Source: an optimization exercise on an open RTL-to-GDS flow (aim: small area, a short achievable clock period and few clock cycles per item). Production flows keep margins and buffers that such runs may drop.
In this exercise RTL edits were held to simulation tests only and were not proved equivalent to the original.
Power is estimated from default activity; no workload was simulated.

==> run a: inputs <==
// stack_vm
module stack_vm #(
    parameter MEMMAX = 16
) (
    input  wire                 clk,
    input  wire                 rst,           
    input  wire [31:0]          prog_len,      
    output wire [30:0]          prog_addr,     
    input  wire [63:0]          prog_rdata,    
    input  wire                 cmd_valid,
    input  wire                 cmd_run,       
    output wire                 cmd_ready,
    output reg                  done,
    output wire [32:0]          sp,
    output reg  [32:0]          ip,
    output wire [15:0]          status,
    output wire [32:0]          fault_ip,
    output wire [MEMMAX*32-1:0] stack_cells
);
    localparam [1:0] ST_RUNNING = 2'd0, ST_HALTED = 2'd1, ST_FAULTED = 2'd2;
    localparam [3:0] PH_FIRST = 4'd0, PH_MUL = 4'd1, PH_ALIGN = 4'd2, PH_DIV = 4'd3,
                     PH_NEG = 4'd4, PH_JI = 4'd5, PH_REF = 4'd6, PH_AOV = 4'd7,
                     PH_REFT = 4'd8;
    reg         busy;           
    reg         run_mode;
    reg  [1:0]  st_state;
    reg  [3:0]  st_fcode;
    reg  [7:0]  st_fop;
    reg  [30:0] fip;
    reg  [31:0] len_r;          
    reg  [31:0] stack [0:15];
    reg  [31:0] tos;            
    reg  [31:0] nos;            
    reg  [5:0]  sp6;            
    reg  [32:0] sp_q;           
    reg         d_valid;
    reg         d_bad;
    reg  [7:0]  d_opc;
    reg  [31:0] d_arg;          
    reg  [8:0]  ph_oh;          
    reg  [31:0] md_q;           
    reg         md_t33;         
  ...
Settings: LEC_CHECK=0, ABC_AREA=1, CAP_MARGIN=20, CORE_MARGIN=2, CORE_UTILIZATION=30, SLEW_MARGIN=20; clock period 13.0 ns.
run.sh (not shown) runs the stock make flow with config.mk's settings and CLKGATE_MAP_FILE= SYNTH_SCRIPT=/design/flow/synth_recipe.tcl, a recipe that flattens the netlist after the stock synthesis.
==> run b (differences from run a) <==
--- a/flow/design.v
+++ b/flow/design.v
@@ -28,13 +28,13 @@
     reg  [30:0] fip;
     reg  [31:0] len_r;          
     reg  [31:0] stack [0:15];
     reg  [31:0] tos;            
     reg  [31:0] nos;            
     reg  [5:0]  sp6;            
-    reg  [32:0] sp_q;           
+    reg         sp_big;         
     reg         d_valid;
     reg         d_bad;
     reg  [7:0]  d_opc;
     reg  [31:0] d_arg;          
     reg  [8:0]  ph_oh;          
     reg  [31:0] md_q;           
@@ -42,13 +42,13 @@
     reg  [4:0]  md_cnt;
     reg         md_bp;          
     reg         md_sa, md_sb, md_mod;
     assign status    = {st_fop, st_fcode, 2'b00, st_state};
     assign fault_ip  = {2'b00, fip};
     assign cmd_ready = !busy;
-    assign sp        = sp_q;
+    assign sp        = sp_big ? {md_t33, md_q} : {{27{sp6[5]}}, sp6};
     genvar g;
     generate
         for (g = 0; g < 16; g = g + 1) begin : g_cells
             assign stack_cells[g*32 +: 32] = stack[g];
         end
     endgenerate
@@ -321,14 +321,15 @@
                                    o_store ? PH_REF : PH_FIRST) :
                        ph_reft  ? PH_REF :
                        ph_mul   ? (mul_last ? PH_FIRST : PH_MUL) :
                        ph_align ? (div_small ? PH_FIRST : PH_DIV) :
                        ph_div   ? (cnt0 ? (dv_neg ? PH_NEG : PH_FIRST) : PH_DIV) :
                        PH_FIRST;
-    reg  [30:0] pa_r;
-    assign prog_addr = pa_r;
+    assign prog_addr = (!busy || (!d_valid && rf)) ? ip[30:0] :
+                       (!d_valid || !e_done) ? ip_inc :
+                       redir_pa           ? d_arg[30:0] : ip_inc2;
     always @(posedge clk) begin
         len_r <= prog_len;
         if (e_go && e_we) stack[e_widx] <= rbus;
         if (rst) begin
             busy     <= 1'b0;
             run_mode <= 1'b0;
@@ -337,13 +338,13 @@
             rf       <= 1'b0;
             ph_oh    <= 9'd1;
             sp6      <= 6'h3f;
             spm1     <= 4'd14;
             spm2     <= 4'd13;
             spp1     <= 4'd0;
-            sp_q     <= {33{1'b1}};
+            sp_big   <= 1'b0;
             ip       <= 33'd0;
             ipn1     <= 31'd1;
             ipn2     <= 31'd2;
             fip      <= 31'd0;
             st_state <= (prog_len == 32'd0) ? ST_HALTED : ST_RUNNING;
             st_fcode <= 4'd0;
@@ -367,14 +368,13 @@
                 if (sp_en) begin
                     sp6  <= sp_nx;
                     spm1 <= sp_nx[3:0] - 4'd1;
                     spm2 <= sp_nx[3:0] - 4'd2;
                     spp1 <= sp_nx[3:0] + 4'd1;
                 end
-                if (ph_aov) sp_q <= {a_s33, alu_sum};
-                else if (sp_en) sp_q <= {{27{sp_nx[5]}}, sp_nx};
+                if (ph_aov) sp_big <= 1'b1;
                 if (e_fault) begin
                     ip       <= ip_redir ? tgt : {2'b00, ip_inc};
                     st_state <= ST_FAULTED;
                     st_fcode <= e_code;
                     st_fop   <= d_opc;
                     fip      <= ip[30:0];
@@ -401,32 +401,12 @@
     end
     wire d_load = busy && (!d_valid || e_done);
     wire e_done_nx = (ph_nx == PH_MUL)   ? ml_nx :
                      (ph_nx == PH_ALIGN) ? small_nx :
                      (ph_nx == PH_DIV)   ? (cnt0_nx & !dv_neg) :
                      ((ph_nx == PH_NEG) || (ph_nx == PH_JI) || (ph_nx == PH_REF));
-    wire e_done_d = d_load ? !ms_new : e_done_nx;
-    wire        upd      = e_go && (e_fault || e_done);
-    wire        adv      = e_go && !e_fault && e_done;
-    wire        cont     = adv && !e_halt && run_mode;
-    wire [30:0] ip_nxv   = upd ? (ip_redir ? d_arg[30:0] : ip_inc) : ip[30:0];
-    wire [30:0] ipn1_nxv = adv ? (ip_redir ? tgt_p1 : ipn2) : ipn1;
-    wire [30:0] ipn2_nxv = adv ? (ip_redir ? tgt_p2 : ipn_p3) : ipn2;
-    wire        busy_nxv = !busy ? (cmd_valid && (st_state == ST_RUNNING)) :
-                           !d_valid ? 1'b1 :
-                           e_fault ? 1'b0 : (e_done ? cont : 1'b1);
-    wire        dv_nxv   = !busy ? 1'b0 : !d_valid ? !rf : (cont ? !redir : 1'b1);
-    wire        rf_nxv   = !busy ? 1'b0 : !d_valid ? 1'b0 : (cont ? jz_taken : rf);
-    wire        phf_nxv  = !e_go || (ph_nx == PH_FIRST);
-    wire        phji_nxv = e_go && (ph_nx == PH_JI);
-    wire        djmp_nxv = d_load ? r_oh[22] : d_jmp;
-    wire [30:0] darg_nxv = d_load ? r_arg[30:0] : (e_go && ph_first && o_jumpi) ? alu_sum[30:0] : d_arg[30:0];
-    wire        rdpa_nxv = (phf_nxv && djmp_nxv) || phji_nxv;
-    wire [30:0] pa_nx    = (!busy_nxv || (!dv_nxv && rf_nxv)) ? ip_nxv :
-                           (!dv_nxv || !e_done_d) ? ipn1_nxv :
-                           rdpa_nxv ? darg_nxv : ipn2_nxv;
     always @(posedge clk) begin
         if (d_load) begin
             d_bad <= r_bad;
             d_opc <= r_opc;
             d_ms  <= ms_new;
             d_jmp <= r_oh[22];
@@ -449,14 +429,13 @@
             pp_neg <= nb_neg;
         end else begin
             pp_one <= 1'b1;
             pp_two <= 1'b0;
             pp_neg <= 1'b1;
         end
-        e_done <= e_done_d;
-        pa_r   <= rst ? 31'd0 : pa_nx;
+        e_done <= d_load ? !ms_new : e_done_nx;
         if (e_go && tos_en) tos <= tos_nx;
         if (e_go && nos_en) nos <= nos_nx;
         if (e_go) begin
             if (ph_first) begin
                 md_q   <= 32'd0;
                 md_t33 <= a_s33;
==> run c (differences from run a) <==
--- a/flow/design.v
+++ b/flow/design.v
@@ -28,13 +28,13 @@
     reg  [30:0] fip;
     reg  [31:0] len_r;          
     reg  [31:0] stack [0:15];
     reg  [31:0] tos;            
     reg  [31:0] nos;            
     reg  [5:0]  sp6;            
-    reg  [32:0] sp_q;           
+    reg         sp_big;         
     reg         d_valid;
     reg         d_bad;
     reg  [7:0]  d_opc;
     reg  [31:0] d_arg;          
     reg  [8:0]  ph_oh;          
     reg  [31:0] md_q;           
@@ -42,13 +42,13 @@
     reg  [4:0]  md_cnt;
     reg         md_bp;          
     reg         md_sa, md_sb, md_mod;
     assign status    = {st_fop, st_fcode, 2'b00, st_state};
     assign fault_ip  = {2'b00, fip};
     assign cmd_ready = !busy;
-    assign sp        = sp_q;
+    assign sp        = sp_big ? {md_t33, md_q} : {{27{sp6[5]}}, sp6};
     genvar g;
     generate
         for (g = 0; g < 16; g = g + 1) begin : g_cells
             assign stack_cells[g*32 +: 32] = stack[g];
         end
     endgenerate
@@ -337,13 +337,13 @@
             rf       <= 1'b0;
             ph_oh    <= 9'd1;
             sp6      <= 6'h3f;
             spm1     <= 4'd14;
             spm2     <= 4'd13;
             spp1     <= 4'd0;
-            sp_q     <= {33{1'b1}};
+            sp_big   <= 1'b0;
             ip       <= 33'd0;
             ipn1     <= 31'd1;
             ipn2     <= 31'd2;
             fip      <= 31'd0;
             st_state <= (prog_len == 32'd0) ? ST_HALTED : ST_RUNNING;
             st_fcode <= 4'd0;
@@ -367,14 +367,13 @@
                 if (sp_en) begin
                     sp6  <= sp_nx;
                     spm1 <= sp_nx[3:0] - 4'd1;
                     spm2 <= sp_nx[3:0] - 4'd2;
                     spp1 <= sp_nx[3:0] + 4'd1;
                 end
-                if (ph_aov) sp_q <= {a_s33, alu_sum};
-                else if (sp_en) sp_q <= {{27{sp_nx[5]}}, sp_nx};
+                if (ph_aov) sp_big <= 1'b1;
                 if (e_fault) begin
                     ip       <= ip_redir ? tgt : {2'b00, ip_inc};
                     st_state <= ST_FAULTED;
                     st_fcode <= e_code;
                     st_fop   <= d_opc;
                     fip      <= ip[30:0];
==> metrics.yaml <==
outcome:
  outcome: "finished clean"
synth:
  synthAdderAreaFrac: 0.0315
sta:
  worstMarginPinSlew_ns: 1.31
  skew_ns: 0.113
  fin_ws_ns: 6.36
finish:
  multi_input_area_sq_mm: 0.0278
# the run above: run a

==> metrics.yaml <==
outcome:
  outcome: "finished clean"
global_route:
  antenna_found_initial: 19
critical_path:
  cp-endpoint: "tos[5]"
  r2r-start: "d_arg[0]"
die:
  dieArea_sq_mm: 0.194
finish:
  multi_input_area_sq_mm: 0.0279
route:
  drt-met1-wl_mm: 129
sta:
  worstMarginPinSlew_ns: 1.33
  skew_ns: 0.131
  fin_ws_ns: 5.41
# the run above: run c

==> metrics.yaml <==
clock_tree:
  clock-sinks: 883
power:
  pwr.group.clock_mw: 3.15
sta:
  worstMarginPinSlew_ns: 1.34
  skew_ns: 0.134
synth:
  synthAdderAreaFrac: 0.0327
finish:
  multi_input_area_sq_mm: 0.0275
  multi_input_area_share: 0.393
outcome:
  outcome: "finished clean"
# the run above: run b

Testbench counts of run a, summed over its fixed seeds: cycles 60,697, instructions 41,447.
Testbench counts of run b, summed over its fixed seeds: cycles 60,697, instructions 41,447.
Testbench counts of run c, summed over its fixed seeds: cycles 60,697, instructions 41,447.

-- re-timing with driven ports --
How much do the figures lean on ideal ports? The routed layouts below were timed once more, with nothing changed but the port constraints.
Step 1 assumes that a clkbuf_16 drives the clock port and a buf_2 every other input.
Step 2 adds t to the input delays and takes it off the output delays; t is the mean of the earliest and latest rising clock arrival at the registers after step 1. Input paths then give back, and output paths get back, about the clock's delay inside the block.
Slacks: ideal ports / drivers / drivers and shift; pairs: ideal ports / drivers.
| run | t (ns) | slack for setup (ns) | latest minus earliest clock arrival (ns) | worst slew at a driven data input, ns | pins driven straight from the clock port |
|---|---|---|---|---|---|
| run a | 0.891 | 6.363 / 6.363 / 6.363 | 0.113 / 0.113 | 0.06 | 1 |
| run b | 0.866 | 6.521 / 6.423 / 6.971 | 0.134 / 0.134 | 0.13 | 1 |
| run c | 0.865 | 5.407 / 5.407 / 5.407 | 0.131 / 0.131 | 0.17 | 1 |
After both steps every run listed still meets setup and hold.
